This design comes from an exercise in tuning for small area, a short achievable clock period and few clock cycles on the open sky130 flow, not from production work.
The RTL was checked by simulation tests, not by an equivalence proof against the original design.

## run 1
==> flow/design.v (excerpt) <==
module rtcconv (
    input  wire        clk,
    input  wire        rst,           
    input  wire        bus_wr,
    input  wire        bus_rd,
    input  wire [7:0]  bus_addr,
    input  wire [3:0]  bus_be,
    input  wire [31:0] bus_wdata,
    output reg  [31:0] bus_rdata
);
For scale: ~4,600 cells after synthesis, ~310 flip-flops, about 80 I/O pins, about 33,000 um^2 of cells after synthesis.
clock: 100.0 ns
lec_check: 0
abc_area: 1
cap_margin: 20
core_margin: 2
core_utilization: 60
slew_margin: 20
standard.sh (not shown) runs the stock make flow with config.mk's settings and CLKGATE_MAP_FILE= SYNTH_SCRIPT=/design/flow/synth_recipe.tcl, a recipe that flattens the netlist after the stock synthesis.
==> flow/flow/run.sh <==
#!/bin/bash
set -o pipefail
export BUFFER_PORTS_ARGS="-buffer_cell sky130_fd_sc_hd__buf_2"
bash standard.sh > standard.log 2>&1
Run 1 reached the final stage; the timing, DRC and antenna checks on its layout passed.
Testbench counts of run 1, summed over its fixed seeds: cycles 93,191.
Inputs modified between run 1 and run 2:
# run 1
export LEC_CHECK = 0
export ABC_AREA = 1
export CAP_MARGIN = 20
export CORE_MARGIN = 2
export CORE_UTILIZATION = 60
export SLEW_MARGIN = 20
create_clock -name core_clock -period 100.0 [get_ports {clk}]
# run 2
export LEC_CHECK = 0
export ABC_AREA = 1
export CAP_MARGIN = 20
export CORE_MARGIN = 2
export CORE_UTILIZATION = 55
export SLEW_MARGIN = 20
create_clock -name core_clock -period 100.0 [get_ports {clk}]
==> flow/flow/run.sh <==
#!/bin/bash
set -o pipefail
export BUFFER_PORTS_ARGS="-buffer_cell sky130_fd_sc_hd__buf_2"
export SETUP_SLACK_MARGIN=78.3
export CTS_ARGS="-sink_clustering_enable -repair_clock_nets -dont_use_dummy_load -sink_clustering_size 16 -sink_clustering_max_diameter 100 -buf_list sky130_fd_sc_hd__clkbuf_16"
bash standard.sh > standard.log 2>&1
--- outcome ---
No run among run 2 and run 1 stopped early or left any final violation; all are clean. Measured against run 2, the maximum number of pins on one net before global-route repair of run 1 comes out at 1.14 times the reference value. Summary of run 2 over run 1: number of inserted filler cells in the final layout picked up an extra about 16%, final routed wirelength across all metal layers picked up an extra 2.0%, relative area of clock buffers and inverters in the final design lost 1.9 points. Of the two values seen for library cell contributing the largest single delay on the critical path, sky130_fd_sc_hd__nor2_1 was produced by run 1 and sky130_fd_sc_hd__nor4_1 by run 2. The overall track demand over capacity in global routing in run 2 was lower than what run 1 gave.
Input changes introduced in run 3 (baseline for comparison: run 2):
# run 2
export LEC_CHECK = 0
export ABC_AREA = 1
export CAP_MARGIN = 20
export CORE_MARGIN = 2
export CORE_UTILIZATION = 55
export SLEW_MARGIN = 20
create_clock -name core_clock -period 100.0 [get_ports {clk}]
# run 3
export LEC_CHECK = 0
export ABC_AREA = 1
export CAP_MARGIN = 20
export CORE_MARGIN = 2
export CORE_UTILIZATION = 60
export SLEW_MARGIN = 65
create_clock -name core_clock -period 100.0 [get_ports {clk}]
==> flow/flow/run.sh <==
#!/bin/bash
set -o pipefail
export BUFFER_PORTS_ARGS="-buffer_cell sky130_fd_sc_hd__buf_2"
bash standard.sh > standard.log 2>&1
--- outcome ---
- Re post-layout instance count excluding filler cells: run 2 was higher than run 3.
- The slowest cell on the critical path comes out sky130_fd_sc_hd__nor4_1 in one run and sky130_fd_sc_hd__buf_4 in the other, namely in run 2 and run 3 respectively.
- Run 3 against run 2: clock-buffer cell count rose 35; flip-flop and latch count ~0 delta; die height moved down.
- Summary of the comparison: total buffers and inverters traversed by the critical path is higher in run 3, relative to run 2.
Relative to run 3, the following input files were edited for run 4:
# run 3
export LEC_CHECK = 0
export ABC_AREA = 1
export CAP_MARGIN = 20
export CORE_MARGIN = 2
export CORE_UTILIZATION = 60
export SLEW_MARGIN = 65
create_clock -name core_clock -period 100.0 [get_ports {clk}]
# run 4
export LEC_CHECK = 0
export ABC_AREA = 1
export CAP_MARGIN = 20
export CORE_MARGIN = 2
export CORE_UTILIZATION = 55
export CTS_BUF_LIST = sky130_fd_sc_hd__clkbuf_8
export SLEW_MARGIN = 20
create_clock -name core_clock -period 100.0 [get_ports {clk}]
==> flow/flow/run.sh <==
#!/bin/bash
set -o pipefail
export BUFFER_PORTS_ARGS="-buffer_cell sky130_fd_sc_hd__buf_2"
export SETUP_SLACK_MARGIN=78.5
bash standard.sh > standard.log 2>&1
### Flow results
Run 4 finished every stage and its layout cleared the timing, DRC and antenna checks. Both conditions hold for run 3: the flow ran to the end and the final layout passed the timing, DRC and antenna checks. From run 3 to run 4 the numbers moved as follows: least setup slack across all paths after layout now sits higher; area enclosed by the die boundary now sits higher; shortest clock period the worst path allows after layout now sits lower; final cell count now sits higher. Post-detailed-routing wire length deteriorates in run 4 relative to run 3.

## afterwards: timing with drivers on the ports
Ports are ideal in the flow. The routed layouts listed here were re-timed in OpenROAD. Step 1: set_driving_cell puts a clkbuf_16 on clk and a buf_2 on each other input, an assumption about the parent block. Step 2 moves the port delays by t, midway between the first and last clock arrival at a register: inputs arrive t later, outputs are due t later. That takes back most of the time a late clock gives input paths. a / b / c = no drivers / after step 1 / after step 2; a / b = the first two.
run | shift t [ns] | setup WS [ns] | worst setup path after step 2 | worst slew at a driven data input, ns
run 1 | 0.649 | 76.829 / 76.869 / 76.220 | input to register | 0.15
run 2 | 0.621 | 78.262 / 78.230 / 77.610 | input to register | 0.14
run 3 | 0.635 | 77.495 / 77.539 / 76.904 | input to register | 0.13
run 4 | 0.782 | 78.424 / 78.436 / 77.654 | input to register | 0.10
After both steps setup and hold are still met in every run listed. For run 4, which loses most, drivers alone change the setup slack by +0.012 ns; drivers and shift together by -0.770 ns.
